What follows belongs to an exercise in optimizing a design on an open flow for a short achievable clock period and few clock cycles; a production flow would make more cautious choices. The RTL was checked by simulation tests, not by an equivalence proof against the original design. Power is estimated from default activity; no workload was simulated.

**flow/flow/run.sh**
```bash
#!/bin/bash
# Standard ORFS layout, with timing repair aimed well below the clock period
# (repair margin on top of the design's SDC, which is left unchanged).
set -uo pipefail
bash standard.sh SETUP_SLACK_MARGIN=7.2 finish > standard_flow.log 2>&1
```
**flow/standard.sh**
```bash
#!/bin/bash
# synth_recipe.tcl (not shown) runs the flow's synth.tcl, then flattens the netlist and writes it again
# the make line also repeats each setting of config.mk as NAME=value (left out here)
make -C /OpenROAD-flow-scripts/flow DESIGN_CONFIG=/design/flow/config.mk WORK_HOME=/design/flow/orfs CLKGATE_MAP_FILE= SYNTH_SCRIPT=/design/flow/synth_recipe.tcl "${@:-finish}"
```
**flow/config.mk**
```make
export PLATFORM = sky130hd
export DESIGN_NAME = bmc_core
export DESIGN_NICKNAME = bmc_core
export VERILOG_FILES = /design/flow/design.v
export SDC_FILE = /design/flow/constraint.sdc
export NUM_CORES = 4
export LEC_CHECK = 0
export ABC_CLOCK_PERIOD_IN_PS = 2500
export CAP_MARGIN = 20
export CORE_MARGIN = 2
export CORE_UTILIZATION = 65
export PLACE_DENSITY = 0.75
export SLEW_MARGIN = 20
```
**flow/constraint.sdc**
```tcl
create_clock -name core_clock -period 10.0 [get_ports {clk}]
set_input_delay 2.0000 -clock core_clock [delete_from_list [all_inputs] [get_ports {clk}]]
set_output_delay 2.0000 -clock core_clock [all_outputs]
set_load 0.01 [all_outputs]
```
**flow/design.v**
```verilog
module bmc_core (
    input  wire        clk,
    input  wire        rst,
    input  wire        cmd_valid,
    input  wire [1:0]  cmd_op,
    input  wire [15:0] cfg_stride,
    input  wire [15:0] cfg_count,
    input  wire [32:0] cfg_paylen,
    output wire [13:0] status,
    output wire [32:0] payload_len,
    output wire [35:0] payload_bits,
    output wire [32:0] produced,
    output reg         rin_re,
    output reg  [31:0] rin_addr,
    input  wire [7:0]  rin_rdata,
    output reg         pres_re,
    output reg         pres_we,
    output reg  [15:0] pres_addr,
    output reg         pres_wdata,
    input  wire        pres_rdata,
    output reg         pay_re,
    output reg         pay_we,
    output reg  [32:0] pay_addr,
    output reg  [7:0]  pay_wdata,
    input  wire [7:0]  pay_rdata,
    output reg         rout_we,
    output reg  [31:0] rout_addr,
    output reg  [7:0]  rout_wdata
);
    localparam ST_IDLE = 2'd0, ST_BUSY = 2'd1, ST_DONE = 2'd2, ST_ERROR = 2'd3;
    reg [1:0]  state_q;
    reg        busy_q;
    reg        err_q;
    reg [1:0]  last_op_q;
    reg [32:0] paylen_q;
    reg [35:0] wn_q;
    reg [32:0] total_q;
    assign status       = {last_op_q, 2'b00, err_q, 1'b0, 3'b000, err_q, 2'b00, state_q};
    assign payload_len  = paylen_q;
    assign payload_bits = wn_q;
    assign produced     = total_q;
    wire accept = cmd_valid & (cmd_op[0] ^ cmd_op[1]) & ~busy_q;
    reg [15:0] s_q;
    reg [15:0] n_q;
    reg [32:0] pl_q;
    reg        op_enc_q;
    always @(posedge clk) begin
        if (!busy_q) begin
            s_q      <= cfg_stride;
            n_q      <= cfg_count;
            pl_q     <= cfg_paylen;
            op_enc_q <= cmd_op[0];
        end
    end
    reg start_q;                  
    wire s_nz = |s_q;
    wire n_nz = |n_q;
    wire start_enc = start_q & op_enc_q;
    wire start_dec = start_q & ~op_enc_q;
    reg        e_run;
    reg        e_fin2;
    reg [31:0] ra;                
    reg [15:0] e_cl;              
    reg [1:0]  e_cp;              
    reg [15:0] e_rl;              
    reg        e_more;            
    reg [2:0]  e_occ;             
    reg        rq_lic, rq_lir;    
    reg        a_v, a_lic, a_lir; 
    reg [7:0]  f_d   [0:3];
    reg        f_lic [0:3];
    reg        f_lir [0:3];
    reg        f_00  [0:3];
    reg        f_ff  [0:3];
    reg [2:0]  f_wp, f_rp;        
    reg [15:0] pw;                
    reg [23:0] cbuf;
    reg [1:0]  cpos;
    reg        c00, cff;
    reg        rpres;
    reg [13:0] zc;                
    reg        zc0;
    reg [15:0] arl;               
    reg        adone;
    reg        s0mode;            
    reg        sl_v;
    reg [8:0]  sl_zh;             
    reg [4:0]  sl_zl;             
    reg        sl_zhnz;           
    reg        sl_nz0;            
    reg [33:0] sl_bits;           
    reg [5:0]  sl_nb;
    reg [32:0] paw;               
    reg [95:0] acc;
    reg        drn;               
    reg [6:0]  wl;                
    wire       e_iss = e_run & e_more & ~e_occ[2];
    wire       e_lir = (e_cl == 16'd0);
    wire       e_lic = e_lir | (e_cp == 2'd3);
    wire       r_00  = (rin_rdata == 8'h00);
    wire       r_ff  = (rin_rdata == 8'hFF);
    wire       room_ok  = ~wl[6] & ~(wl[5] & wl[4]);       
    wire       sl_take  = sl_v & sl_nz0 & room_ok;
    wire       sl_zstep = sl_v & ~sl_nz0 & room_ok;
    wire [7:0] h_b   = f_d[f_rp[1:0]];
    wire       h_lic = f_lic[f_rp[1:0]];
    wire       h_lir = f_lir[f_rp[1:0]];
    wire       b00   = f_00[f_rp[1:0]];
    wire       bff   = f_ff[f_rp[1:0]];
    wire       f_nemp = (f_wp != f_rp);
    wire       stall = h_lic & sl_v & ~sl_take;
    wire       pop   = e_run & f_nemp & ~stall;
    wire       n00   = c00 & b00;
    wire       nff   = cff & bff;
    wire       npres = rpres | ~bff;
    wire       full  = (cpos == 2'd3);
    reg [31:0] chunk;
    always @(*) begin
        case (cpos)
        2'd0:    chunk = {h_b, 24'd0};
        2'd1:    chunk = {cbuf[23:16], h_b, 16'd0};
        2'd2:    chunk = {cbuf[23:8], h_b, 8'd0};
        default: chunk = {cbuf, h_b};
        endcase
    end
    wire       is_fg = full & n00;
    wire       is_bg = full & nff;
    wire [33:0] u_bits = is_bg ? 34'd0 : is_fg ? {2'b10, 32'd0} : {2'b11, chunk};
    wire [5:0]  u_nb   = is_bg ? 6'd1 : is_fg ? 6'd2 : ({1'b0, cpos, 3'b000} + 6'd10);
    wire        u_emit = pop & h_lic & npres;
    wire [95:0] acc_d  = drn ? {acc[87:0], 8'd0} : acc;
    wire [95:0] ins    = {sl_bits, 62'd0} >> wl[5:0];
    wire [95:0] acc_n  = acc_d | (sl_take ? ins : 96'd0);
    wire [6:0]  wa_t   = wl + {1'b0, sl_nb};
    wire [6:0]  wa_z   = sl_zhnz ? (wl + 7'd32) : (wl + {2'b00, sl_zl});
    wire        da_t   = |wa_t[6:3];
    wire        da_z   = |wa_z[6:3];
    wire        da_0   = |wl[6:3];
    wire [6:0]  wl_t   = da_t ? {wa_t[6:3] - 4'd1, wa_t[2:0]} : wa_t;
    wire [6:0]  wl_z   = da_z ? {wa_z[6:3] - 4'd1, wa_z[2:0]} : wa_z;
    wire [6:0]  wl_0   = da_0 ? {wl[6:3] - 4'd1, wl[2:0]} : wl;
    wire        drn_n  = sl_take ? da_t : sl_zstep ? da_z : da_0;
    wire [6:0]  wl_n   = sl_take ? wl_t : sl_zstep ? wl_z : wl_0;
    wire e_finish = e_run & adone & ~sl_v & ~drn;
    reg        d_run;
    reg [15:0] pr;                
    reg        pr_more;
    reg [15:0] pr_left;
    reg [2:0]  p_occ;             
    reg        pa_v;
    reg        pf [0:3];
    reg [2:0]  pf_wp, pf_rp;      
    reg [32:0] par;               
    reg [32:0] y_left;
    reg        y_more;
    reg        ya_v;
    reg [7:0]  yb_q;
    reg        yb_v;
    reg [79:0] bb;
    reg [6:0]  bcnt;
    reg [15:0] d_rows;            
    reg        rowq;              
    reg        d_eq1, d_eq2;      
    reg        d_done;
    reg [6:0]  gf;                
    reg        in_row;
    reg [14:0] tl;                
    reg        tokq, rsq;         
    reg        tl_eq1, tl_eq2;    
    reg [14:0] d_C;
    reg        d_C1, d_C2;
    reg [2:0]  d_lastL;
    reg        s_is1;
    reg        q_abs  [0:3];
    reg        q_lit  [0:3];
    reg [2:0]  q_n    [0:3];
    reg [31:0] q_data [0:3];
    reg [2:0]  q_wp, q_rp;        
    reg [32:0] oi;                
    reg        w_v, w_lit, w_last;
    reg [31:0] w_data;
    reg [15:0] w_cnt;
    reg        wgo;               
    reg        rem_ok;            
    reg        rem_nz;
    reg        over;
    reg [3:0]  eb;                
    reg [3:0]  ec;                
    reg [31:0] m_acc;
    reg [15:0] m_n;
    reg [3:0]  m_cnt;
    reg        m_busy, m_fin;
    reg [17:0] s3;
    wire       p_iss = d_run & pr_more & ~p_occ[2];
    wire       y_iss = d_run & y_more & gf[6];    
    wire       y_fin = ~y_more & ~pay_re & ~ya_v & ~yb_v;
    wire       q_space = ~((q_wp[1:0] == q_rp[1:0]) & (q_wp[2] ^ q_rp[2]));
    wire       ph   = pf[pf_rp[1:0]];
    wire       pf_v = (pf_wp != pf_rp);
    wire       g1   = gf[0];
    wire       g2   = gf[1];
    wire       g10  = gf[2];
    wire       g18  = gf[3];
    wire       g26  = gf[4];
    wire       g34  = gf[5];
    wire       tlast = rsq ? d_C1 : tokq ? tl_eq2 : tl_eq1;
    wire       d_last = rowq ? d_eq2 : d_eq1;
    wire [2:0] tL   = tlast ? d_lastL : 3'd4;
    wire       gLs  = (d_lastL == 3'd1) ? g10 : (d_lastL == 3'd2) ? g18 : (d_lastL == 3'd3) ? g26 : g34;
    wire       gL   = tlast ? gLs : g34;
    wire       b0   = bb[79];
    wire       b1   = bb[78];
    wire       d_act   = d_run & ~d_done & q_space;
    wire       act_abs = d_act & ~in_row & pf_v & ~ph;
    wire       act_rs  = d_act & ~in_row & pf_v & ph;
    wire       t_bg    = d_act & in_row & g1 & ~b0;
    wire       t_fg    = d_act & in_row & g2 & b0 & ~b1;
    wire       t_lit   = d_act & in_row & g2 & b0 & b1 & gL;
    wire       t_end   = d_act & in_row & y_fin &
                         (~g1 | (b0 & ~g2) | (b0 & b1 & g2 & ~gL));
    wire [2:0] t_k     = g26 ? 3'd3 : g18 ? 3'd2 : g10 ? 3'd1 : 3'd0;
    wire       t_tok   = t_bg | t_fg | t_lit;
    wire       row_end = act_abs | (t_tok & tlast) | t_end;
    wire       enq     = act_abs | t_tok | (t_end & b0 & b1 & g10);
    wire       pf_pop  = act_abs | act_rs;
    wire [79:0] bb_ins = yb_v ? ({yb_q, 72'd0} >> bcnt) : 80'd0;
    wire [79:0] bbi    = bb | bb_ins;
    reg  [79:0] bb_n;
    always @(*) begin
        bb_n   = bbi;
        if (t_end) begin
            bb_n = 80'd0;
        end else if (t_bg) begin
            bb_n = {bbi[78:0], 1'b0};
        end else if (t_fg) begin
            bb_n = {bbi[77:0], 2'b0};
        end else if (t_lit) begin
            case (tL)
            3'd1:    begin bb_n = {bbi[69:0], 10'd0}; end
            3'd2:    begin bb_n = {bbi[61:0], 18'd0}; end
            3'd3:    begin bb_n = {bbi[53:0], 26'd0}; end
            default: begin bb_n = {bbi[45:0], 34'd0}; end
            endcase
        end
    end
    wire [6:0] bp   = yb_v ? {bcnt[6:3] + 4'd1, bcnt[2:0]} : bcnt;
    wire [6:0] bp1  = bp - 7'd1;
    wire [6:0] bp2  = bp - 7'd2;
    wire [6:0] bp10 = bp - 7'd10;
    wire [6:0] bp18 = bp - 7'd18;
    wire [6:0] bp26 = bp - 7'd26;
    wire [6:0] bp34 = bp - 7'd34;
    wire [6:0] bpL  = (tL == 3'd1) ? bp10 : (tL == 3'd2) ? bp18 : (tL == 3'd3) ? bp26 : bp34;
    wire [6:0] bcnt_n = t_end ? 7'd0 : t_bg ? bp1 : t_fg ? bp2 : t_lit ? bpL : bp;
    wire [6:0] fl0 = {(bp < 7'd48), (bp >= 7'd34), (bp >= 7'd26), (bp >= 7'd18), (bp >= 7'd10), (bp >= 7'd2), (bp >= 7'd1)};
    wire [6:0] fl1 = {(bp < 7'd49), (bp >= 7'd35), (bp >= 7'd27), (bp >= 7'd19), (bp >= 7'd11), (bp >= 7'd3), (bp >= 7'd2)};
    wire [6:0] fl2 = {(bp < 7'd50), (bp >= 7'd36), (bp >= 7'd28), (bp >= 7'd20), (bp >= 7'd12), (bp >= 7'd4), (bp >= 7'd3)};
    wire [6:0] fl10 = {(bp < 7'd58), (bp >= 7'd44), (bp >= 7'd36), (bp >= 7'd28), (bp >= 7'd20), (bp >= 7'd12), (bp >= 7'd11)};
    wire [6:0] fl18 = {(bp < 7'd66), (bp >= 7'd52), (bp >= 7'd44), (bp >= 7'd36), (bp >= 7'd28), (bp >= 7'd20), (bp >= 7'd19)};
    wire [6:0] fl26 = {(bp < 7'd74), (bp >= 7'd60), (bp >= 7'd52), (bp >= 7'd44), (bp >= 7'd36), (bp >= 7'd28), (bp >= 7'd27)};
    wire [6:0] fl34 = {(bp < 8'd82), (bp >= 8'd68), (bp >= 7'd60), (bp >= 7'd52), (bp >= 7'd44), (bp >= 7'd36), (bp >= 7'd35)};
    wire [6:0] flL  = (tL == 3'd1) ? fl10 : (tL == 3'd2) ? fl18 : (tL == 3'd3) ? fl26 : fl34;
    wire [6:0] gf_n = t_end ? 7'b1000000 : t_bg ? fl1 : t_fg ? fl2 : t_lit ? flL : fl0;
    wire       prod    = w_v & wgo;
    wire       w_need  = ~w_v | (prod & w_last);
    wire       q_nemp  = (q_wp != q_rp);
    wire       w_load  = w_need & q_nemp;
    wire       in_rng  = ~rem_ok | rem_nz;
    wire [3:0] eb_n    = (prod & ~rem_ok) ? eb - 4'd1 : eb;
    wire       m_fin_n = m_busy & (m_cnt == 4'd1);
    wire [31:0] rem_load = m_acc - {28'd0, ec};
    wire d_finish = d_run & d_done & ~q_nemp & ~w_v & rem_ok;
    wire rin_re_n  = e_iss;
    wire pres_re_n = p_iss & ~d_finish;
    wire pres_we_n = (pop & h_lir) | (e_run & s0mode & ~adone);
    wire pay_re_n  = y_iss & ~d_finish;
    wire pay_we_n  = e_run & (drn | (e_finish & (wl != 7'd0)));
    wire rout_we_n = d_run & prod & in_rng;
    reg [1:0]  state_s;
    reg        err_s;
    reg [1:0]  last_op_s;
    reg [32:0] paylen_s;
    reg [35:0] wn_s;
    reg [32:0] total_s;
    wire       d_ok    = ~rem_nz & ~over;
    wire [1:0] state_u = accept ? ST_BUSY : e_fin2 ? ST_DONE : d_finish ? (d_ok ? ST_DONE : ST_ERROR) : 2'd0;
    wire       state_c = accept | e_fin2 | d_finish;
    wire       err_u   = d_finish & ~d_ok;
    wire       err_c   = accept | d_finish;
    wire       pl_c    = start_dec | e_fin2;
    wire [32:0] pl_u   = start_dec ? pl_q : paw;
    always @(posedge clk) begin
        if (rst) begin
            state_q   <= ST_IDLE;
            state_s   <= ST_IDLE;
            err_q     <= 1'b0;
            err_s     <= 1'b0;
            last_op_q <= 2'd0;
            last_op_s <= 2'd0;
            paylen_q  <= 33'd0;
            paylen_s  <= 33'd0;
            wn_q      <= 36'd0;
            wn_s      <= 36'd0;
            total_q   <= 33'd0;
            total_s   <= 33'd0;
        end else begin
            state_q   <= state_c  ? state_u : state_s;
            state_s   <= state_c  ? state_u : state_q;
            err_q     <= err_c    ? err_u   : err_s;
            err_s     <= err_c    ? err_u   : err_q;
            last_op_q <= accept   ? cmd_op  : last_op_s;
            last_op_s <= accept   ? cmd_op  : last_op_q;
            paylen_q  <= pl_c     ? pl_u    : paylen_s;
            paylen_s  <= pl_c     ? pl_u    : paylen_q;
            wn_q      <= e_finish ? {paw, wl[2:0]} : wn_s;
            wn_s      <= e_finish ? {paw, wl[2:0]} : wn_q;
            total_q   <= d_finish ? oi      : total_s;
            total_s   <= d_finish ? oi      : total_q;
        end
    end
    always @(posedge clk) begin
        if (rst) begin
            busy_q    <= 1'b0;
            start_q   <= 1'b0;
            e_run     <= 1'b0;
            e_fin2    <= 1'b0;
            d_run     <= 1'b0;
            rin_re    <= 1'b0;
            pres_re   <= 1'b0;
            pres_we   <= 1'b0;
            pay_re    <= 1'b0;
            pay_we    <= 1'b0;
            rout_we   <= 1'b0;
            a_v       <= 1'b0;
            pa_v      <= 1'b0;
            ya_v      <= 1'b0;
            yb_v      <= 1'b0;
        end else begin
            start_q <= accept;
            if (accept) busy_q <= 1'b1;
            if (e_fin2 | d_finish) busy_q <= 1'b0;
            rin_re  <= rin_re_n;
            pres_re <= pres_re_n;
            pres_we <= pres_we_n;
            pay_re  <= pay_re_n;
            pay_we  <= pay_we_n;
            rout_we <= rout_we_n;
            a_v     <= rin_re;
            pa_v    <= pres_re;
            ya_v    <= pay_re;
            yb_v    <= ya_v;
            if (start_enc) e_run <= 1'b1;
            if (e_finish)  e_run <= 1'b0;
            e_fin2 <= e_finish;
            if (start_dec) d_run <= 1'b1;
            if (d_finish)  d_run <= 1'b0;
        end
    end
    always @(posedge clk) begin
        rin_addr   <= ra;
        pres_addr  <= e_run ? pw : pr;
        pres_wdata <= npres & ~s0mode;
        pay_addr   <= e_run ? paw : par;
        pay_wdata  <= acc[95:88];
        rout_addr  <= oi[31:0];
        rout_wdata <= w_data[31:24];
    end
    always @(posedge clk) begin
        if (a_v) begin
            f_d[f_wp[1:0]]   <= rin_rdata;
            f_lic[f_wp[1:0]] <= a_lic;
            f_lir[f_wp[1:0]] <= a_lir;
            f_00[f_wp[1:0]]  <= r_00;
            f_ff[f_wp[1:0]]  <= r_ff;
        end
        if (pa_v) pf[pf_wp[1:0]] <= pres_rdata;
        yb_q  <= pay_rdata;
        a_lic <= rq_lic;
        a_lir <= rq_lir;
        if (q_space) begin        
            q_abs[q_wp[1:0]]  <= act_abs;
            q_lit[q_wp[1:0]]  <= t_lit | t_end;
            q_n[q_wp[1:0]]    <= (t_bg | t_fg) ? 3'd4 : t_lit ? tL : t_k;
            q_data[q_wp[1:0]] <= (act_abs | t_bg) ? 32'hFFFF_FFFF : t_fg ? 32'd0 : bb[77:46];
        end
        if (start_enc) begin
            ra        <= 32'd0;
            e_cl      <= s_q - 16'd1;
            e_cp      <= 2'd0;
            e_rl      <= n_q;
            e_more    <= s_nz & n_nz;
            e_occ     <= 3'd0;
            f_wp      <= 3'd0;
            f_rp      <= 3'd0;
            cbuf      <= 24'd0;
            cpos      <= 2'd0;
            c00       <= 1'b1;
            cff       <= 1'b1;
            rpres     <= 1'b0;
            zc        <= 14'd0;
            zc0       <= 1'b1;
            pw        <= 16'd0;
            arl       <= n_q;
            adone     <= ~n_nz;
            s0mode    <= ~s_nz;
            sl_v      <= 1'b0;
            acc       <= 96'd0;
            drn       <= 1'b0;
            wl        <= 7'd0;
            paw       <= 33'd0;
        end
        if (e_run) begin
            if (e_iss) begin
                ra       <= ra + 32'd1;
                rq_lic   <= e_lic;
                rq_lir   <= e_lir;
                if (e_lir) begin
                    e_cl   <= s_q - 16'd1;
                    e_cp   <= 2'd0;
                    e_rl   <= e_rl - 16'd1;
                    e_more <= (e_rl != 16'd1);
                end else begin
                    e_cl <= e_cl - 16'd1;
                    e_cp <= e_cp + 2'd1;
                end
            end
            e_occ <= e_occ + {2'b00, e_iss} - {2'b00, pop};
            if (a_v) f_wp <= f_wp + 3'd1;
            if (pop) f_rp <= f_rp + 3'd1;
            if (pop) begin
                if (h_lic) begin
                    cpos <= 2'd0;
                    c00  <= 1'b1;
                    cff  <= 1'b1;
                    if (npres) begin
                        zc  <= 14'd0;
                        zc0 <= 1'b1;
                    end else if (full) begin
                        zc  <= zc + 14'd1;
                        zc0 <= 1'b0;
                    end
                end else begin
                    cbuf <= chunk[31:8];
                    cpos <= cpos + 2'd1;
                    c00  <= n00;
                    cff  <= nff;
                end
                if (h_lir) begin
                    pw         <= pw + 16'd1;
                    rpres      <= 1'b0;
                    zc         <= 14'd0;
                    zc0        <= 1'b1;
                    arl        <= arl - 16'd1;
                    adone      <= (arl == 16'd1);
                end else begin
                    rpres <= npres;
                end
            end
            if (s0mode && !adone) begin
                pw         <= pw + 16'd1;
                arl        <= arl - 16'd1;
                adone      <= (arl == 16'd1);
            end
            if (u_emit) begin
                sl_v    <= 1'b1;
                sl_zh   <= zc[13:5];
                sl_zl   <= zc[4:0];
                sl_zhnz <= |zc[13:5];
                sl_nz0  <= zc0;
                sl_bits <= u_bits;
                sl_nb   <= u_nb;
            end else if (sl_take) begin
                sl_v <= 1'b0;
            end else if (sl_zstep) begin
                if (sl_zhnz) begin
                    sl_zh   <= sl_zh - 9'd1;
                    sl_zhnz <= (sl_zh != 9'd1);
                    sl_nz0  <= (sl_zh == 9'd1) & (sl_zl == 5'd0);
                end else begin
                    sl_zl  <= 5'd0;
                    sl_nz0 <= 1'b1;
                end
            end
            if (pay_we_n) paw <= paw + 33'd1;
            acc <= acc_n;
            drn <= drn_n;
            wl  <= wl_n;
        end
        if (start_dec) begin
            pr        <= 16'd0;
            pr_left   <= n_q;
            pr_more   <= s_nz & n_nz;
            p_occ     <= 3'd0;
            pf_wp     <= 3'd0;
            pf_rp     <= 3'd0;
            par       <= 33'd0;
            y_left    <= pl_q;
            y_more    <= s_nz & n_nz & (|pl_q);
            bb        <= 80'd0;
            bcnt      <= 7'd0;
            gf        <= 7'b1000000;
            d_rows    <= n_q;
            rowq      <= 1'b0;
            d_eq1     <= (n_q == 16'd1);
            d_eq2     <= (n_q == 16'd2);
            d_done    <= ~(s_nz & n_nz);
            tokq      <= 1'b0;
            rsq       <= 1'b0;
            in_row    <= 1'b0;
            d_C       <= s_q[15:2] + {14'd0, |s_q[1:0]};
            d_C1      <= (s_q[15:3] == 13'd0) & (s_q[2:0] != 3'd0) & (s_q[2:0] <= 3'd4);    
            d_C2      <= ((s_q[15:3] == 13'd0) & (s_q[2:0] >= 3'd5)) | (s_q == 16'd8);      
            d_lastL   <= (s_q[1:0] == 2'd0) ? 3'd4 : {1'b0, s_q[1:0]};
            s_is1     <= (s_q == 16'd1);
            q_wp      <= 3'd0;
            q_rp      <= 3'd0;
            w_v       <= 1'b0;
            oi        <= 33'd0;
            rem_ok    <= 1'b0;
            over      <= 1'b0;
            eb        <= ((|s_q[15:3]) & n_nz) ? 4'd8 : 4'd0;
            wgo       <= (|s_q[15:3]) & n_nz;
            ec        <= 4'd0;
            m_acc     <= 32'd0;
            m_n       <= n_q;
            m_cnt     <= 4'd8;
            m_busy    <= 1'b1;
            m_fin     <= 1'b0;
            s3        <= {2'b00, s_q} + {1'b0, s_q, 1'b0};
        end
        if (d_run) begin
            if (m_busy) begin
                m_acc <= ({2'b00, m_acc} +
                          {((m_n[1:0] == 2'd0) ? 18'd0 :
                            (m_n[1:0] == 2'd1) ? {2'b00, s_q} :
                            (m_n[1:0] == 2'd2) ? {1'b0, s_q, 1'b0} : s3), 16'd0}) >> 2;
                m_n    <= m_n >> 2;
                m_cnt  <= m_cnt - 4'd1;
                m_busy <= ~m_fin_n;
                m_fin  <= m_fin_n;
            end
            if (m_fin) begin
                m_fin  <= 1'b0;
                m_acc  <= rem_load;
                rem_nz <= (rem_load != 32'd0);
                rem_ok <= 1'b1;
            end
            wgo <= ~m_fin_n & (m_fin | rem_ok | (eb_n != 4'd0));
            if (p_iss) begin
                pr        <= pr + 16'd1;
                pr_left   <= pr_left - 16'd1;
                pr_more   <= (pr_left != 16'd1);
            end
            p_occ <= p_occ + {2'b00, p_iss} - {2'b00, pf_pop};
            if (pa_v)   pf_wp <= pf_wp + 3'd1;
            if (pf_pop) pf_rp <= pf_rp + 3'd1;
            if (y_iss) begin
                par      <= par + 33'd1;
                y_left   <= y_left - 33'd1;
                y_more   <= (y_left != 33'd1);
            end
            bb   <= bb_n;
            bcnt <= bcnt_n;
            gf   <= gf_n;
            if (act_rs)  in_row <= 1'b1;
            if (row_end) in_row <= 1'b0;
            if (row_end & d_last) d_done <= 1'b1;
            rowq   <= row_end;
            d_rows <= d_rows - {15'd0, rowq};
            d_eq1  <= rowq ? (d_rows == 16'd2) : (d_rows == 16'd1);
            d_eq2  <= rowq ? (d_rows == 16'd3) : (d_rows == 16'd2);
            tokq   <= t_tok;
            rsq    <= act_rs;
            tl     <= rsq ? d_C : (tl - {14'd0, tokq});
            tl_eq1 <= rsq ? d_C1 : tokq ? (tl == 15'd2) : (tl == 15'd1);
            tl_eq2 <= rsq ? d_C2 : tokq ? (tl == 15'd3) : (tl == 15'd2);
            if (enq)    q_wp <= q_wp + 3'd1;
            if (w_load) q_rp <= q_rp + 3'd1;
            if (prod) begin
                oi <= oi + 33'd1;
                if (rem_ok) begin
                    if (rem_nz) begin
                        m_acc  <= m_acc - 32'd1;
                        rem_nz <= (m_acc != 32'd1);
                    end else begin
                        over <= 1'b1;
                    end
                end else begin
                    eb <= eb_n;
                    ec <= ec + 4'd1;
                end
                if (w_lit) w_data <= {w_data[23:0], 8'd0};
                if (!w_last) begin
                    w_cnt  <= w_cnt - 16'd1;
                    w_last <= (w_cnt == 16'd2);
                end
            end
            if (w_load) begin
                w_v    <= 1'b1;
                w_lit  <= q_lit[q_rp[1:0]];
                w_data <= q_data[q_rp[1:0]];
                w_cnt  <= q_abs[q_rp[1:0]] ? s_q : {13'd0, q_n[q_rp[1:0]]};
                w_last <= q_abs[q_rp[1:0]] ? s_is1 : (q_n[q_rp[1:0]] == 3'd1);
            end else if (w_need) begin
                w_v <= 1'b0;
            end
        end
    end
endmodule
```
==> results of run 1 <==
## power by group through the flow
| stage | clock (mW) | combinational (mW) | sequential, mW |
|---|---|---|---|
| CTS | 5.58 | 3.46 | 7.17 |
| floorplan | 0 | 2.49 | 7.04 |
| detailed placement | 0 | 3.14 | 7.29 |
| global route | 5.81 | 4.17 | 7.26 |
| global placement | 0 | 3.06 | 7.27 |
| finish | 5.57 | 3.90 | 7.21 |
## cell usage after synthesis (all sizes together), types with 16 or more instances
library cell	number	share of area
a31oi	67	0.0061
or4	25	0.0028
nor2	475	0.026
a21oi	641	0.047
o31ai	42	0.0046
nand4	64	0.0058
mux2	127	0.021
nor4	70	0.0066
or3	29	0.0027
xor2	60	0.0076
nor2b	56	0.0051
a22oi	43	0.0047
o22ai	119	0.011
clkbuf	372	0.020
o221ai	33	0.0042
o21ai	493	0.036
buf	77	0.0051
o21bai	36	0.0039
a221oi	59	0.0075
nand3	227	0.016
ha	138	0.025
nand2b	92	0.0083
inv	135	0.0074
a32o	16	0.0023
a22o	59	0.0075
and2	96	0.0087
nor3	132	0.0096
mux2i	202	0.029
o211ai	58	0.0063
a221o	22	0.0032
nand2	827	0.045
a21o	62	0.0068
xnor2	119	0.015
mux4	75	0.025
a21boi	17	0.0019
edfxtp	656	0.29
o21a	48	0.0052
and3	75	0.0068
a211oi	68	0.0074
dfxtp	765	0.22
## cells in the final DEF (no fill, tap or decap), types with 37 or more instances in the layout
| cell | instances |
|---|---|
| a211oi_1 | 50 |
| a21o_1 | 61 |
| a21oi_1 | 544 |
| a21oi_2 | 56 |
| a21oi_4 | 41 |
| a22o_1 | 57 |
| a22oi_1 | 38 |
| a31oi_1 | 62 |
| and2_1 | 89 |
| and3_1 | 68 |
| buf_2 | 40 |
| buf_4 | 316 |
| buf_6 | 264 |
| clkbuf_1 | 37 |
| clkbuf_16 | 168 |
| clkdlybuf4s50_1 | 85 |
| dfxtp_1 | 542 |
| dfxtp_2 | 203 |
| edfxtp_1 | 656 |
| ha_1 | 124 |
| inv_1 | 115 |
| mux2_2 | 107 |
| mux2i_1 | 167 |
| mux4_2 | 75 |
| nand2_1 | 809 |
| nand2b_1 | 90 |
| nand3_1 | 222 |
| nand4_1 | 64 |
| nor2_1 | 445 |
| nor2b_1 | 45 |
| nor3_1 | 116 |
| nor4_1 | 54 |
| o211ai_1 | 58 |
| o21a_1 | 45 |
| o21ai_0 | 401 |
| o21ai_1 | 59 |
| o22ai_1 | 80 |
| o31ai_1 | 40 |
| xnor2_1 | 108 |
| xor2_1 | 57 |
## area by class of cell
type / instances / area [um^2]
Sequential cell: 1421 / 35300
Clock buffer: 208 / 4240
Timing Repair Buffer: 778 / 8020
Tap cell: 1391 / 1740
Antenna cell: 8 / 20.0
Inverter: 143 / 608
Clock inverter: 59 / 643
Fill cell: 6283 / 19500
Multi-Input combinational cell: 4994 / 35200
## state kept, by name, summed over array words and instances (netlist names), 33 cells and up
name	flops
pay_addr	33
sl_bits	34
bb	80
q_data	128
total_s	33
par	33
pl_q	33
paylen_s	33
wn_s	36
oi	33
y_left	33
wn_q	36
acc	96
paw	33
paylen_q	33
total_q	33
## cell families (layout without fill, tap and decap cells)
logic type               count (synthesis)  in the layout  share of synthesized area
multiplexers                           404            404                     0.0746
AND/OR/NAND/NOR                       2248           2250                      0.153
flip-flops                            1421           1421                      0.508
buffers and inverters                  592           1188                     0.0331
adder cells (fa/ha/maj)                146            146                     0.0272
other                                    1             16                  0.0000544
XOR/XNOR                               179            179                     0.0227
AO/OA/AOI/OAI                         2006           2007                      0.181
## routing by layer
layer / track usage / up-vias
met5: 0 / -
met2: 0.584 / 3995
li1: - / 26900
met1: 0.505 / 29200
met4: 0.164 / 10
met3: 0.0790 / 1032
## metrics by stage
| stage | cells | hold slack (ns) |
|---|---|---|
| floorplan | 7004 | 0.323 |
| global placement | 8359 | 0.326 |
| detailed placement | 8361 | 0.329 |
| CTS | 8827 | 0.340 |
| global route | 9000 | 0.351 |
| finish | 9002 | 0.343 |
## final timing paths
| check | startpoint | endpoint | cells past startpoint |
|---|---|---|---|
| max | pres_re | pres_re | 1 |
| min | w_data[28] | rout_wdata[4] | 0 |
| max reg2reg | m_acc[2] | rem_nz | 9 |
| min reg2reg | w_data[28] | rout_wdata[4] | 0 |
## timing repair
item,in CTS,in global routing
resized for setup,1751,597
setup buffers,184,151
endpoints found under the setup margin,1188,708
gates cloned,15,16
hold endpoints to repair,0,0
pin swaps,89,277
==> flow_summary.toml, run 1 <==
[detailed_routing]
wirelength_um = 223000
dr.pass1.iters = 10
drc_errors = 0
wl_per_cell_um = 24.8
dr_wl_met3_um = 25200
dr_total_vias = 61200
top_layer = "met5"
wl_met1_um = 83800
drt_iter0_drc = 8988
drtAntennaViolNets = 0
met2_length_um = 101000
viasPerCell = 6.80

[synthesis]
ys_warn_count = 1
synth_edf_count = 656
seq_area_frac_synth = 0.508
synth_area_um2 = 68900
ys_async_sr_fraction = 0
synth.distinct_cells = 89
syn_area_per_cell_um2 = 9.85
synth_seq_cells = 1421
netlist_instances = 6997
ys.flop_type = "dfxtp_1"

[clock_network]
cts_tree = "done"
clock_latency_ns = 0.77
htreeDepth = 4
clockRootBuffer = "clkbuf_16"
cts_buffer_depth = 3
clkSlewWorstSetupHoldPaths_ns = 0.06
clkSinkCount = 1421
hold_buffers = 0
cts_buffers = 147

[timing]
period_minus_slack_ns = 3.25
slew_headroom = 0.274
skew_ns = 0.0323
setup_viol = 0
fin_crit_sh = 0.325
rsz0062_at_grt = "true"
fin_ws_ns = 6.75
hold_viol = 0
slew_viol_final = 0
tns_ns = 0
fmax_mhz = 307
tightest_slew_ns = 1.09

[pwr]
p_sw_frac = 0.306
clockPowerShare = 0.334
power_switching_mw = 5.10
ir_worst_vdd_mv = 0.202
power-per-cell-area_nw_per_um2 = 194
total_power_mw = 16.7
p_seq_frac = 0.432
p_int_mw = 11.6
p_leak_nw = 31.5
power.share.combinational = 0.234

[critical_path]
cp_top_family = "flip-flops"
arrival_ns = 1.25
cp.required_ns = 8.00
reg2reg_slack_ns = 6.79
cp_slowest_stage_delay_ns = 0.40
cp-end-kind = "output pin"
worstPathCellList = "buf_6"
cp_num_buf_inv = 1
crit_slowest_cell = "dfxtp_4"
cp-start-kind = "register"
path_class = "reg -> out"
cp_max_fo = 2

[grt]
grtUsageTotal = 0.374
grt_pass1_vias = 55700
grt_max_degree = 104
grt_pass1_wl_um = 319000
grt_overflow = 0
antenna_found_initial = 12

[floorplanning]
die_height_um = 330
fp.dieW_um = 330
io_pins = 339
start_util = 0.655
num_rows = 119
fp.coreArea_um2 = 105000
dieArea_um2 = 109000

[run]
maxCapViolCount = 0

[final_layout]
final_area_um2 = 85800
area_growth_pct = 24.4
fin_nets = 7717
utilization = 0.815
layout-drive-gt1-share = 0.247

[worst_hold_path]
hold_class = "reg -> reg"

[placed_design]
dpl_worst_slack_ns = 5.59
gp_congestion = 0.992
dpl.hpwl_um = 133000
io_buffers = 330
placed_area_um2 = 73200

[run_status]
status = "complete, no violations"
Testbench counts, summed over its fixed seeds: cycles 121,259.
==> run 2, diff against run 1 <==
--- a/flow/design.v
+++ b/flow/design.v
@@ -31,10 +31,11 @@
     reg [1:0]  state_q;
     reg        busy_q;
-    reg        err_q;
+    reg        err_q;             
+    reg        err9_q;            
     reg [1:0]  last_op_q;
     reg [32:0] paylen_q;
     reg [35:0] wn_q;
     reg [32:0] total_q;
-    assign status       = {last_op_q, 2'b00, err_q, 1'b0, 3'b000, err_q, 2'b00, state_q};
+    assign status       = {last_op_q, 2'b00, err9_q, 1'b0, 3'b000, err_q, 2'b00, state_q};
     assign payload_len  = paylen_q;
     assign payload_bits = wn_q;
@@ -65,13 +66,15 @@
     reg [15:0] e_rl;              
     reg        e_more;            
-    reg [2:0]  e_occ;             
+    reg [3:0]  e_occ;             
     reg        rq_lic, rq_lir;    
     reg        a_v, a_lic, a_lir; 
-    reg [7:0]  f_d   [0:3];
-    reg        f_lic [0:3];
-    reg        f_lir [0:3];
-    reg        f_00  [0:3];
-    reg        f_ff  [0:3];
-    reg [2:0]  f_wp, f_rp;        
+    reg [7:0]  r_q;               
+    reg        r_v, r_lic, r_lir;
+    reg [7:0]  f_d   [0:7];
+    reg        f_lic [0:7];
+    reg        f_lir [0:7];
+    reg        f_00  [0:7];
+    reg        f_ff  [0:7];
+    reg [3:0]  f_wp, f_rp;        
     reg [15:0] pw;                
     reg [23:0] cbuf;
@@ -95,17 +98,17 @@
     reg        drn;               
     reg [6:0]  wl;                
-    wire       e_iss = e_run & e_more & ~e_occ[2];
+    wire       e_iss = e_run & e_more & ~e_occ[3];
     wire       e_lir = (e_cl == 16'd0);
     wire       e_lic = e_lir | (e_cp == 2'd3);
-    wire       r_00  = (rin_rdata == 8'h00);
-    wire       r_ff  = (rin_rdata == 8'hFF);
+    wire       r_00  = (r_q == 8'h00);
+    wire       r_ff  = (r_q == 8'hFF);
     wire       room_ok  = ~wl[6] & ~(wl[5] & wl[4]);       
     wire       sl_take  = sl_v & sl_nz0 & room_ok;
     wire       sl_zstep = sl_v & ~sl_nz0 & room_ok;
-    wire [7:0] h_b   = f_d[f_rp[1:0]];
-    wire       h_lic = f_lic[f_rp[1:0]];
-    wire       h_lir = f_lir[f_rp[1:0]];
-    wire       b00   = f_00[f_rp[1:0]];
-    wire       bff   = f_ff[f_rp[1:0]];
+    wire [7:0] h_b   = f_d[f_rp[2:0]];
+    wire       h_lic = f_lic[f_rp[2:0]];
+    wire       h_lir = f_lir[f_rp[2:0]];
+    wire       b00   = f_00[f_rp[2:0]];
+    wire       bff   = f_ff[f_rp[2:0]];
     wire       f_nemp = (f_wp != f_rp);
     wire       stall = h_lic & sl_v & ~sl_take;
@@ -278,5 +281,5 @@
     wire rout_we_n = d_run & prod & in_rng;
     reg [1:0]  state_s;
-    reg        err_s;
+    reg        err_s, err9_s;
     reg [1:0]  last_op_s;
     reg [32:0] paylen_s;
@@ -290,34 +293,42 @@
     wire       pl_c    = start_dec | e_fin2;
     wire [32:0] pl_u   = start_dec ? pl_q : paw;
+    reg rst_q;
+    always @(posedge clk) rst_q <= rst;
+    wire [1:0]  state_h  = rst_q ? 2'd0  : state_s;
+    wire        err_h    = ~rst_q & err_s;
+    wire        err9_h   = ~rst_q & err9_s;
+    wire [1:0]  last_op_h = rst_q ? 2'd0 : last_op_s;
+    wire [32:0] paylen_h = rst_q ? 33'd0 : paylen_s;
+    wire [35:0] wn_h     = rst_q ? 36'd0 : wn_s;
+    wire [32:0] total_h  = rst_q ? 33'd0 : total_s;
     always @(posedge clk) begin
         if (rst) begin
             state_q   <= ST_IDLE;
-            state_s   <= ST_IDLE;
             err_q     <= 1'b0;
-            err_s     <= 1'b0;
+            err9_q    <= 1'b0;
             last_op_q <= 2'd0;
-            last_op_s <= 2'd0;
             paylen_q  <= 33'd0;
-            paylen_s  <= 33'd0;
             wn_q      <= 36'd0;
-            wn_s      <= 36'd0;
             total_q   <= 33'd0;
-            total_s   <= 33'd0;
         end else begin
-            state_q   <= state_c  ? state_u : state_s;
-            state_s   <= state_c  ? state_u : state_q;
-            err_q     <= err_c    ? err_u   : err_s;
-            err_s     <= err_c    ? err_u   : err_q;
-            last_op_q <= accept   ? cmd_op  : last_op_s;
-            last_op_s <= accept   ? cmd_op  : last_op_q;
-            paylen_q  <= pl_c     ? pl_u    : paylen_s;
-            paylen_s  <= pl_c     ? pl_u    : paylen_q;
-            wn_q      <= e_finish ? {paw, wl[2:0]} : wn_s;
-            wn_s      <= e_finish ? {paw, wl[2:0]} : wn_q;
-            total_q   <= d_finish ? oi      : total_s;
-            total_s   <= d_finish ? oi      : total_q;
+            state_q   <= state_c  ? state_u : state_h;
+            err_q     <= err_c    ? err_u   : err_h;
+            err9_q    <= err_c    ? err_u   : err9_h;
+            last_op_q <= accept   ? cmd_op  : last_op_h;
+            paylen_q  <= pl_c     ? pl_u    : paylen_h;
+            wn_q      <= e_finish ? {paw, wl[2:0]} : wn_h;
+            total_q   <= d_finish ? oi      : total_h;
         end
     end
     always @(posedge clk) begin
+        state_s   <= state_c  ? state_u : state_q;
+        err_s     <= err_c    ? err_u   : err_q;
+        err9_s    <= err_c    ? err_u   : err9_q;
+        last_op_s <= accept   ? cmd_op  : last_op_q;
+        paylen_s  <= pl_c     ? pl_u    : paylen_q;
+        wn_s      <= e_finish ? {paw, wl[2:0]} : wn_q;
+        total_s   <= d_finish ? oi      : total_q;
+    end
+    always @(posedge clk) begin
         if (rst) begin
             busy_q    <= 1'b0;
@@ -333,4 +344,5 @@
             rout_we   <= 1'b0;
             a_v       <= 1'b0;
+            r_v       <= 1'b0;
             pa_v      <= 1'b0;
             ya_v      <= 1'b0;
@@ -347,4 +359,5 @@
             rout_we <= rout_we_n;
             a_v     <= rin_re;
+            r_v     <= a_v;
             pa_v    <= pres_re;
             ya_v    <= pay_re;
@@ -367,10 +380,21 @@
     end
     always @(posedge clk) begin
-        if (a_v) begin
-            f_d[f_wp[1:0]]   <= rin_rdata;
-            f_lic[f_wp[1:0]] <= a_lic;
-            f_lir[f_wp[1:0]] <= a_lir;
-            f_00[f_wp[1:0]]  <= r_00;
-            f_ff[f_wp[1:0]]  <= r_ff;
+        acc  <= e_run ? acc_n  : 96'd0;
+        wl   <= e_run ? wl_n   : 7'd0;
+        drn  <= e_run & drn_n;
+        bb   <= d_run ? bb_n   : 80'd0;
+        bcnt <= d_run ? bcnt_n : 7'd0;
+        gf   <= d_run ? gf_n   : 7'b1000000;
+    end
+    always @(posedge clk) begin
+        r_q   <= rin_rdata;
+        r_lic <= a_lic;
+        r_lir <= a_lir;
+        if (r_v) begin
+            f_d[f_wp[2:0]]   <= r_q;
+            f_lic[f_wp[2:0]] <= r_lic;
+            f_lir[f_wp[2:0]] <= r_lir;
+            f_00[f_wp[2:0]]  <= r_00;
+            f_ff[f_wp[2:0]]  <= r_ff;
         end
         if (pa_v) pf[pf_wp[1:0]] <= pres_rdata;
@@ -390,7 +414,7 @@
             e_rl      <= n_q;
             e_more    <= s_nz & n_nz;
-            e_occ     <= 3'd0;
-            f_wp      <= 3'd0;
-            f_rp      <= 3'd0;
+            e_occ     <= 4'd0;
+            f_wp      <= 4'd0;
+            f_rp      <= 4'd0;
             cbuf      <= 24'd0;
             cpos      <= 2'd0;
@@ -405,7 +429,4 @@
             s0mode    <= ~s_nz;
             sl_v      <= 1'b0;
-            acc       <= 96'd0;
-            drn       <= 1'b0;
-            wl        <= 7'd0;
             paw       <= 33'd0;
         end
@@ -425,7 +446,7 @@
                 end
             end
-            e_occ <= e_occ + {2'b00, e_iss} - {2'b00, pop};
-            if (a_v) f_wp <= f_wp + 3'd1;
-            if (pop) f_rp <= f_rp + 3'd1;
+            e_occ <= e_occ + {3'b000, e_iss} - {3'b000, pop};
+            if (r_v) f_wp <= f_wp + 4'd1;
+            if (pop) f_rp <= f_rp + 4'd1;
             if (pop) begin
                 if (h_lic) begin
@@ -483,7 +504,4 @@
             end
             if (pay_we_n) paw <= paw + 33'd1;
-            acc <= acc_n;
-            drn <= drn_n;
-            wl  <= wl_n;
         end
         if (start_dec) begin
@@ -497,7 +515,4 @@
             y_left    <= pl_q;
             y_more    <= s_nz & n_nz & (|pl_q);
-            bb        <= 80'd0;
-            bcnt      <= 7'd0;
-            gf        <= 7'b1000000;
             d_rows    <= n_q;
             rowq      <= 1'b0;
@@ -560,7 +575,4 @@
                 y_more   <= (y_left != 33'd1);
             end
-            bb   <= bb_n;
-            bcnt <= bcnt_n;
-            gf   <= gf_n;
             if (act_rs)  in_row <= 1'b1;
             if (row_end) in_row <= 1'b0;
==> flow_summary.toml, run 2 <==
[run_status]
status = "complete, no violations"

[synthesis]
synth_top_family_by_area = "compound AO/OA/AOI/OAI gates"
netlist_instances = 7071
ys_async_sr_fraction = 0
synth_top_area_frac = 0.285
synth_edf_count = 507
synth_seq_cells = 1486
synth_area_um2 = 68700
ys_warn_count = 1
ys.flop_type = "dfxtp_1"
ys_top_cells_by_count = "dfxtp_1 (979), nand2_1 (789), o21ai_0 (595)"
yosysMostFrequentCell = "dfxtp_1"
yosys-top-cells-area = "dfxtp_1 (29%), edfxtp_1 (22%), o21ai_0 (4.3%)"
muxShareOfSynthArea = 0.0801
yosys.area_share.adder = 0.0268
synth.distinct_cells = 84
yosysTopAreaCell = "dfxtp_1"
synthXorXnorAreaFrac = 0.0217
synth_compound_area_frac = 0.172
synthSimpleGateAreaFrac = 0.161
seq_area_frac_synth = 0.507
syn_area_per_cell_um2 = 9.72

[grt]
grt_overflow = 0
grt_max_degree = 97
grt-busiest-layer = "met2"
antenna_found_initial = 9
met1_usage = 0.494
grt_pass1_vias = 55400
use_met3 = 0.0624
grtUsageTotal = 0.366
gr-usage-met2 = 0.572
grt_pass1_wl_um = 314000

[floorplanning]
io_pins = 339
fp.coreArea_um2 = 105000
start_util = 0.654
fp.dieW_um = 329
dieArea_um2 = 108000
die_height_um = 329
num_rows = 119

[detailed_routing]
dr_total_vias = 60200
wl_per_cell_um = 23.9
drt_iter0_drc = 8073
wirelength_um = 215000
dr.pass1.iters = 11
drtAntennaViolNets = 0
drc_errors = 0
viasPerCell = 6.69

[pwr]
ir_worst_vdd_mv = 0.190
p_leak_nw = 31.1
power-per-cell-area_nw_per_um2 = 197
total_power_mw = 16.4

[final_layout]
largest_reg_flops = 128
area_growth_pct = 21.4
layout_common_cells = "nand2_1 (764), dfxtp_1 (760), nor2_1 (567)"
multi_input_area_um2 = 34000
final_common_cell = "nand2_1"
regArea_um2 = 35200
fin_nets = 7702
fill_cells = 6753
layout-drive-gt1-share = 0.220

[critical_path]
cp.required_ns = 10.51
worstPathCellList = "or3_4, or4_4, or3_4, or4_4, or4_4, nor2_4, xor2_1, nor4_1, a21oi_1"
arrival_ns = 3.78
worstSetupStartpoint = "m_acc[12]"
cp-start-kind = "register"
reg2reg_to = "rem_nz"
regToRegStartpoint = "m_acc[12]"
cp_max_fo = 3
reg2reg_depth = 9
path_common_cell = "or4_4"
crit_slowest_cell = "or4_4"
path_class = "reg -> reg"
cp_slowest_stage_delay_ns = 0.46
crit_end = "rem_nz"
reg2reg_slack_ns = 6.73
cp-end-kind = "register"

[placed_design]
dpl_worst_slack_ns = 5.30
dpl.hpwl_um = 130000
io_buffers = 330
gp_congestion = 1.02

[run]
maxCapViolCount = 0

[clock_network]
cts_buffer_depth = 3
htreeDepth = 4
clock_latency_ns = 0.79
clockRootBuffer = "clkbuf_16"
clkSinkCount = 1486
cts_buffers = 152
hold_buffers = 0
cts_tree = "done"
clkSlewWorstSetupHoldPaths_ns = 0.06

[timing]
setup_viol = 0
fmax_mhz = 306
fin_ws_ns = 6.73
tns_ns = 0
rsz0062_at_grt = "true"
tightest_slew_ns = 1.09
fin_crit_sh = 0.327
hold_viol = 0
skew_ns = 0.0396
slew_headroom = 0.274
slew_viol_final = 0
period_minus_slack_ns = 3.27

[worst_hold_path]
hold_start = "a_lir"
hold_class = "reg -> reg"
## run 2: per-stage QoR
stage | cells | hold WS [ns] | area [um^2] | util
2_1_floorplan | 7078 | 0.310 | 69000 | -
3_3_place_gp | 8469 | 0.314 | 73200 | 0.696
3_5_place_dp | 8469 | 0.327 | 73200 | 0.696
4_1_cts | 8867 | 0.343 | 80700 | 0.767
5_1_grt | 8993 | 0.348 | 83400 | 0.794
6_report | 8996 | 0.342 | 83400 | 0.794
## run 2: cell families (layout without fill, tap and decap cells)
logic type / count (synthesis) / after routing
other: 1 / 13
AO/OA/AOI/OAI: 1906 / 1906
AND/OR/NAND/NOR: 2382 / 2385
buffers and inverters: 563 / 1082
XOR/XNOR: 170 / 170
multiplexers: 420 / 420
flip-flops: 1486 / 1486
adder cells (fa/ha/maj): 143 / 143
## run 2: cell type report
cell class | instances | area share
Sequential cell | 1486 | 0.421
Multi-Input combinational cell | 5032 | 0.407
Timing Repair Buffer | 667 | 0.0805
Clock buffer | 218 | 0.0539
Tap cell | 1391 | 0.0209
Clock inverter | 64 | 0.00930
Inverter | 132 | 0.00672
Antenna cell | 5 | 0.000150
Timing Repair inverter | 1 | 0.000135
## run 2: worst min-delay path by stage
stage | depth (start not counted) | endpoint
final | 0 | r_lir
after global routing | 0 | a_lic
after CTS | 0 | a_lic
after detailed placement | 0 | rout_wdata[2]
after global placement | 0 | r_lic
after floorplan | 0 | r_lic
## run 2: per-layer routing
layer | vias up | part of all wire
met3 | 935 | 0.11
met5 | - | 0.00016
li1 | 26800 | -
met1 | 28800 | 0.39
met4 | 6 | 0.060
met2 | 3652 | 0.45
## run 2: report_power, final
part | internal (mW) | switching [mW]
logic | 1.46 | 1.83
registers | 6.71 | 0.487
clock network | 3.47 | 2.47
total | 11.6 | 4.79
## run 2: worst max-delay path: cells and delay by family (launching register included)
kind	cells	cell delay, ns
xor gates and xnor gates	1	0.08
DFF	1	0.35
and+or+nand+nor	7	2.50
AOI/OAI and AO/OA	1	0.11
## run 2: timing repair
item / CTS / global route
endpoints found under the setup margin: 1089 / 588
gates resized for setup: 1618 / 349
gates cloned: 7 / 24
pin swaps: 59 / 114
buffers inserted: 109 / 100
Testbench counts of run 2, summed over its fixed seeds: cycles 121,355.
==> run 3, diff against run 2 <==
--- a/flow/design.v
+++ b/flow/design.v
@@ -274,8 +274,12 @@
     wire [31:0] rem_load = m_acc - {28'd0, ec};
     wire d_finish = d_run & d_done & ~q_nemp & ~w_v & rem_ok;
-    wire rin_re_n  = e_iss;
-    wire pres_re_n = p_iss & ~d_finish;
+    wire s_is1q    = (s_q == 16'd1);
+    wire e_iss0    = start_enc & s_nz & n_nz;
+    wire p_iss0    = start_dec & s_nz & n_nz;
+    wire y_iss0    = p_iss0 & (|pl_q);
+    wire rin_re_n  = e_iss | e_iss0;
+    wire pres_re_n = (p_iss & ~d_finish) | p_iss0;
     wire pres_we_n = (pop & h_lir) | (e_run & s0mode & ~adone);
-    wire pay_re_n  = y_iss & ~d_finish;
+    wire pay_re_n  = (y_iss & ~d_finish) | y_iss0;
     wire pay_we_n  = e_run & (drn | (e_finish & (wl != 7'd0)));
     wire rout_we_n = d_run & prod & in_rng;
@@ -371,8 +375,8 @@
     end
     always @(posedge clk) begin
-        rin_addr   <= ra;
-        pres_addr  <= e_run ? pw : pr;
+        rin_addr   <= start_enc ? 32'd0 : ra;
+        pres_addr  <= start_dec ? 16'd0 : e_run ? pw : pr;
         pres_wdata <= npres & ~s0mode;
-        pay_addr   <= e_run ? paw : par;
+        pay_addr   <= start_dec ? 33'd0 : e_run ? paw : par;
         pay_wdata  <= acc[95:88];
         rout_addr  <= oi[31:0];
@@ -409,10 +413,12 @@
         end
         if (start_enc) begin
-            ra        <= 32'd0;
-            e_cl      <= s_q - 16'd1;
-            e_cp      <= 2'd0;
-            e_rl      <= n_q;
-            e_more    <= s_nz & n_nz;
-            e_occ     <= 4'd0;
+            ra        <= 32'd1;
+            rq_lic    <= s_is1q;
+            rq_lir    <= s_is1q;
+            e_cl      <= s_is1q ? 16'd0 : (s_q - 16'd2);
+            e_cp      <= s_is1q ? 2'd0 : 2'd1;
+            e_rl      <= s_is1q ? (n_q - 16'd1) : n_q;
+            e_more    <= e_iss0 & (~s_is1q | (n_q != 16'd1));
+            e_occ     <= {3'b000, e_iss0};
             f_wp      <= 4'd0;
             f_rp      <= 4'd0;
@@ -506,13 +512,13 @@
         end
         if (start_dec) begin
-            pr        <= 16'd0;
-            pr_left   <= n_q;
-            pr_more   <= s_nz & n_nz;
-            p_occ     <= 3'd0;
+            pr        <= 16'd1;
+            pr_left   <= n_q - 16'd1;
+            pr_more   <= p_iss0 & (n_q != 16'd1);
+            p_occ     <= {2'b00, p_iss0};
             pf_wp     <= 3'd0;
             pf_rp     <= 3'd0;
-            par       <= 33'd0;
-            y_left    <= pl_q;
-            y_more    <= s_nz & n_nz & (|pl_q);
+            par       <= 33'd1;
+            y_left    <= pl_q - 33'd1;
+            y_more    <= y_iss0 & (pl_q != 33'd1);
             d_rows    <= n_q;
             rowq      <= 1'b0;
==> flow_summary.toml, run 3 <==
[timing]
slew_headroom = 0.241
setup_viol = 0
fin_crit_sh = 0.331
tns_ns = 0
skew_ns = 0.0275
slew_viol_final = 0
tightest_slew_ns = 1.14
period_minus_slack_ns = 3.31
hold_viol = 0
rsz0062_at_grt = "true"
fmax_mhz = 302

[grt]
antenna_found_initial = 0
grt_overflow = 0
grt_max_degree = 95
grtUsageTotal = 0.373
grt_pass1_wl_um = 332000
grt_pass1_vias = 58800

[clock_network]
clkSlewWorstSetupHoldPaths_ns = 0.07
cts_buffer_depth = 3
cts_buffers = 152
htreeDepth = 4
cts_tree = "done"
clock_latency_ns = 0.78
clockRootBuffer = "clkbuf_16"
clkSinkCount = 1486

[pwr]
ir_worst_vdd_mv = 0.207
total_power_mw = 16.6
power-per-cell-area_nw_per_um2 = 195
p_leak_nw = 31.3

[placed_design]
place_inst = 8871
gp_congestion = 1.03
dpl.hpwl_um = 138000
io_buffers = 330

[critical_path]
reg2reg_to = "m_acc[22]"
cp_slowest_stage_delay_ns = 0.60
reg2reg_depth = 14
worstSetupStartpoint = "s_q[2]"
worstPathCellList = "inv_4, o21ai_0, a22o_1, ha_4, o21ai_1, o21ai_2, buf_4, buf_4, a31oi_4, xnor2_1, a221oi_1, a21oi_1, a21oi_1, o21ai_1"
crit_end = "m_acc[22]"
regToRegStartpoint = "s_q[2]"
cp-end-kind = "register"
cp_max_fo = 7
cp-start-kind = "register"
reg2reg_slack_ns = 6.69
cp.required_ns = 10.63
crit_slowest_cell = "o21ai_0"
path_class = "reg -> reg"
arrival_ns = 3.94

[synthesis]
syn_area_per_cell_um2 = 9.51
yosys-top-cells-area = "dfxtp_1 (28%), edfxtp_1 (21%), nand2_1 (5.4%)"
netlist_instances = 7502
synth.distinct_cells = 113
yosysMostFrequentCell = "nand2_1"
synth_edf_count = 505
seq_area_frac_synth = 0.488
yosysTopAreaCell = "dfxtp_1"
ys_top_cells_by_count = "nand2_1 (1,025), dfxtp_1 (981), nor2_1 (608)"
ys_async_sr_fraction = 0
synth_area_um2 = 71300
ys_warn_count = 1
synth_top_area_frac = 0.275
synth_seq_cells = 1486
ys.flop_type = "dfxtp_1"

[final_layout]
area_growth_pct = 19.6
largest_reg_flops = 128
layout_common_cells = "nand2_1 (1,012), dfxtp_1 (756), nor2_1 (582)"
final_common_cell = "nand2_1"
layout-drive-gt1-share = 0.200
fin_nets = 8096
finalNonFillerCells = 9399

[detailed_routing]
drt_iter0_drc = 8343
wl_met1_um = 84300
viasPerCell = 6.71
wirelength_um = 223000
dr_wl_met3_um = 21500
drtAntennaViolNets = 0
met2_length_um = 103000
dr.pass1.iters = 17
wl_per_cell_um = 23.8
dr_total_vias = 63000
drc_errors = 0
top_layer = "met4"

[floorplanning]
dieArea_um2 = 112000
num_rows = 121
io_pins = 339
fp.dieW_um = 335
start_util = 0.655
fp.coreArea_um2 = 109000
die_height_um = 335

[worst_hold_path]
hold_class = "reg -> reg"

[run_status]
status = "complete, no violations"

[run]
maxCapViolCount = 0
==> run 3: per-layer routing <==
| metal | up-vias | GRT usage |
|---|---|---|
| met5 | - | 0 |
| met4 | 0 | 0.198 |
| met3 | 1040 | 0.0674 |
| met2 | 3768 | 0.600 |
| met1 | 30100 | 0.482 |
| li1 | 28100 | - |
==> run 3: cells by family after synthesis <==
group | synth area share
AOI/OAI and AO/OA | 0.170
xor gates and xnor gates | 0.0301
other | 0.0000526
buffers and inverters | 0.0346
adders and majority gates | 0.0271
muxes | 0.0787
DFF | 0.488
and+or+nand+nor | 0.172
==> run 3: how the worst min path moves through the flow <==
stage | slack [ns] | cells past startpoint | startpoint | to
final | 0.33 | 0 | a_lir | r_lir
after global routing | 0.33 | 0 | a_lir | r_lir
after CTS | 0.33 | 0 | a_lir | r_lir
after detailed placement | 0.31 | 0 | a_lic | r_lic
after global placement | 0.31 | 0 | a_lic | r_lic
after floorplan | 0.31 | 0 | a_lic | r_lic
==> run 3: layout make-up <==
type	count	area (um^2)
repair inverters	1	8.76
multi-input cells	5408	36000
repair buffers	672	6700
diodes	1	2.50
well taps	1414	1770
clock buffers	208	4310
flip-flops and latches	1486	35200
fillers	7186	23500
inverters	140	581
clock inverters	69	826
==> run 3: power breakdown <==
group	leakage (nW)	switching (mW)	internal (mW)
registers	12.7	0.533	6.75
clock network	2.53	2.47	3.38
logic	16.1	1.97	1.54
total	31.3	4.97	11.7
==> run 3: repair_timing <==
action	4_1_cts	5_1_grt
setup buffers	111	116
endpoints found under the hold margin	0	0
pin swaps	49	99
gates cloned	10	13
endpoints found under the setup margin	1143	693
resized for setup	1613	305
hold buffers	0	0
==> run 3: critical path: cells and delay by family, from the launching register on <==
family                     cells  cell delay, ns
AOI/OAI and AO/OA              9            1.99
DFF                            1            0.47
buffers and inverters          3            0.37
adders and majority gates      1            0.24
xor gates and xnor gates       1            0.08
==> run 3: through the flow <==
step                worst slack, ns  hold slack [ns]  utilization  cell area, um^2
floorplan                      7.14            0.310            -            71500
global route                   6.52            0.333        0.784            85300
CTS                            6.72            0.333        0.761            82800
detailed placement             6.10            0.314        0.692            75400
finish                         6.69            0.332        0.784            85300
global placement               6.12            0.312        0.692            75400
Testbench counts of run 3, summed over its fixed seeds: cycles 121,163.
==> run 4, diff against run 3 <==
--- a/flow/design.v
+++ b/flow/design.v
@@ -564,5 +564,5 @@
                 m_fin  <= 1'b0;
                 m_acc  <= rem_load;
-                rem_nz <= (rem_load != 32'd0);
+                rem_nz <= (m_acc != {28'd0, ec});
                 rem_ok <= 1'b1;
             end
==> flow_summary.toml, run 4 <==
[grt]
antenna_found_initial = 4
grt_pass1_wl_um = 340000
grtUsageTotal = 0.384
grt_max_degree = 77
grt_overflow = 0
grt_pass1_vias = 59100

[floorplanning]
dieArea_um2 = 113000
num_rows = 121
start_util = 0.656
fp.coreArea_um2 = 109000
die_height_um = 335
fp.dieW_um = 335
io_pins = 339

[run]
maxCapViolCount = 0

[final_layout]
area_growth_pct = 19.9
largest_reg_flops = 128
layout-drive-gt1-share = 0.199
layout_common_cells = "nand2_1 (893), dfxtp_1 (754), nor2_1 (620)"
fin_nets = 8074
finalNonFillerCells = 9375
final_common_cell = "nand2_1"

[detailed_routing]
drtAntennaViolNets = 0
drc_errors = 0
drt_iter0_drc = 8156
wl_per_cell_um = 24.4
wirelength_um = 229000
dr.pass1.iters = 10
viasPerCell = 6.74
dr_total_vias = 63200

[timing]
fmax_mhz = 307
slew_viol_final = 0
setup_viol = 0
rsz0062_at_grt = "true"
skew_ns = 0.0259
tns_ns = 0
slew_headroom = 0.201
tightest_slew_ns = 1.19
fin_crit_sh = 0.326
hold_viol = 0
period_minus_slack_ns = 3.26

[pwr]
p_seq_frac = 0.430
power.share.combinational = 0.228
p_sw_frac = 0.302
power-per-cell-area_nw_per_um2 = 201
p_leak_nw = 31.7
clockPowerShare = 0.342
p_int_mw = 12.0
power_switching_mw = 5.19
ir_worst_vdd_mv = 0.218

[critical_path]
cp_slowest_stage_delay_ns = 0.37
cp_top_family = "flip-flops"
arrival_ns = 1.26
worstPathCellList = "buf_6"
cp.required_ns = 8.00
cp_max_fo = 1
cp_num_buf_inv = 1
crit_slowest_cell = "dfxtp_2"
cp-end-kind = "output pin"
path_class = "reg -> out"
cp-start-kind = "register"

[synthesis]
yosysMostFrequentCell = "dfxtp_1"
yosys-top-cells-area = "dfxtp_1 (27%), edfxtp_1 (21%), nand2_1 (4.8%)"
synth_area_um2 = 71400
synth.distinct_cells = 103
ys_warn_count = 1
synth_seq_cells = 1486
syn_area_per_cell_um2 = 9.59
netlist_instances = 7451
synth_edf_count = 505
seq_area_frac_synth = 0.487
ys_async_sr_fraction = 0
ys.flop_type = "dfxtp_1"
ys_top_cells_by_count = "dfxtp_1 (981), nand2_1 (909), nor2_1 (643)"
yosysTopAreaCell = "dfxtp_1"
synth_top_area_frac = 0.275

[clock_network]
cts_buffer_depth = 3
htreeDepth = 4
clkSinkCount = 1486
hold_buffers = 0
clock_latency_ns = 0.78
clockRootBuffer = "clkbuf_16"
cts_tree = "done"
cts_buffers = 153
clkSlewWorstSetupHoldPaths_ns = 0.06

[run_status]
status = "complete, no violations"

[placed_design]
io_buffers = 330
gp_congestion = 0.980
dpl.hpwl_um = 139000
place_inst = 8840

[worst_hold_path]
hold_class = "reg -> reg"
## run 4: cell type report
cell class / count / area, um^2
diodes: 1 / 2.50
clock buffers: 203 / 4330
clock inverters: 72 / 800
fillers: 7014 / 23200
inverters: 137 / 553
multi-input cells: 5366 / 36200
flip-flops and latches: 1486 / 35100
well taps: 1414 / 1770
repair buffers: 695 / 6880
repair inverters: 1 / 7.51
## run 4: through the flow
stage	setup WS (ns)	total power [mW]	utilization	cell area, um^2	hold WS (ns)
floorplan	7.14	9.70	-	71700	0.310
global placement	5.63	10.5	0.696	75800	0.313
detailed placement	5.51	10.6	0.697	75800	0.315
CTS	6.72	16.7	0.766	83400	0.332
global route	6.73	17.8	0.787	85700	0.335
finish	6.74	17.2	0.787	85700	0.333
## run 4: repair_timing
item,CTS,global route
endpoints found under the setup margin,1186,552
setup buffers,124,113
resized for setup,1596,265
pin swaps,41,84
hold endpoints to repair,0,0
cloned,13,9
## run 4: kinds of logic after synthesis
group / after synthesis / synth area share
DFF: 1486 / 0.487
and+or+nand+nor: 2615 / 0.172
xor gates and xnor gates: 238 / 0.0292
muxes: 446 / 0.0811
AOI/OAI and AO/OA: 1905 / 0.171
adders and majority gates: 149 / 0.0268
other: 1 / 0.0000525
buffers and inverters: 611 / 0.0330
## run 4: path summary, 6_finish.rpt
kind,start,end,slack (ns),cells after the start
worst max-delay path,pay_addr[3],pay_addr[3],6.74,1
worst min-delay path,a_lic,r_lic,0.33,0
worst max register to register,m_n[0],m_acc[28],6.80,12
worst min register to register,a_lic,r_lic,0.33,0
## run 4: layer usage
| layer | vias to the layer above | routed length [um] | track usage |
|---|---|---|---|
| li1 | 28200 | - | - |
| met1 | 30300 | 86800 | 0.501 |
| met2 | 3734 | 106000 | 0.620 |
| met3 | 947 | 22800 | 0.0658 |
| met4 | 2 | 13500 | 0.193 |
| met5 | - | 13 | 0 |
## run 4: power groups by stage
stage / Combinational (mW) / Clock, mW / Sequential (mW)
floorplan: 2.48 / 0 / 7.22
global placement: 3.00 / 0 / 7.46
detailed placement: 3.08 / 0 / 7.49
CTS: 3.45 / 5.88 / 7.35
global route: 4.19 / 6.13 / 7.44
finish: 3.91 / 5.88 / 7.40
Testbench counts of run 4, summed over its fixed seeds: cycles 121,163.

==> static timing again, ports no longer ideal <==
The flow's constraints put no driver on any port. The routed layouts listed below were extracted and timed again, unchanged, in two steps.
Step 1 (the two cells are an assumption about what drives the block):
set clk [get_ports {clk}]
set_driving_cell -lib_cell sky130_fd_sc_hd__clkbuf_16 $clk
set_driving_cell -lib_cell sky130_fd_sc_hd__buf_2 [delete_from_list [all_inputs] $clk]
Step 2 adds t to the input delays and takes it off the output delays; t is the mean of the earliest and latest rising clock arrival at the registers after step 1. Input paths then give back, and output paths get back, about the clock's delay inside the block.
Slacks: ideal ports / drivers / drivers and shift; pairs: ideal ports / drivers.
run | t (ns) | setup slack, ns | pins driven straight from the clock port
run 1 | 0.823 | 6.746 / 6.669 / 6.488 | 1
run 2 | 0.848 | 6.729 / 6.659 / 6.374 | 1
run 3 | 0.853 | 6.688 / 6.659 / 6.429 | 1
run 4 | 0.853 | 6.740 / 6.652 / 6.458 | 1
After both steps every run listed still meets setup and hold. The setup slack of run 2, which loses most, moves by -0.070 ns with the drivers and by -0.355 ns with both steps.
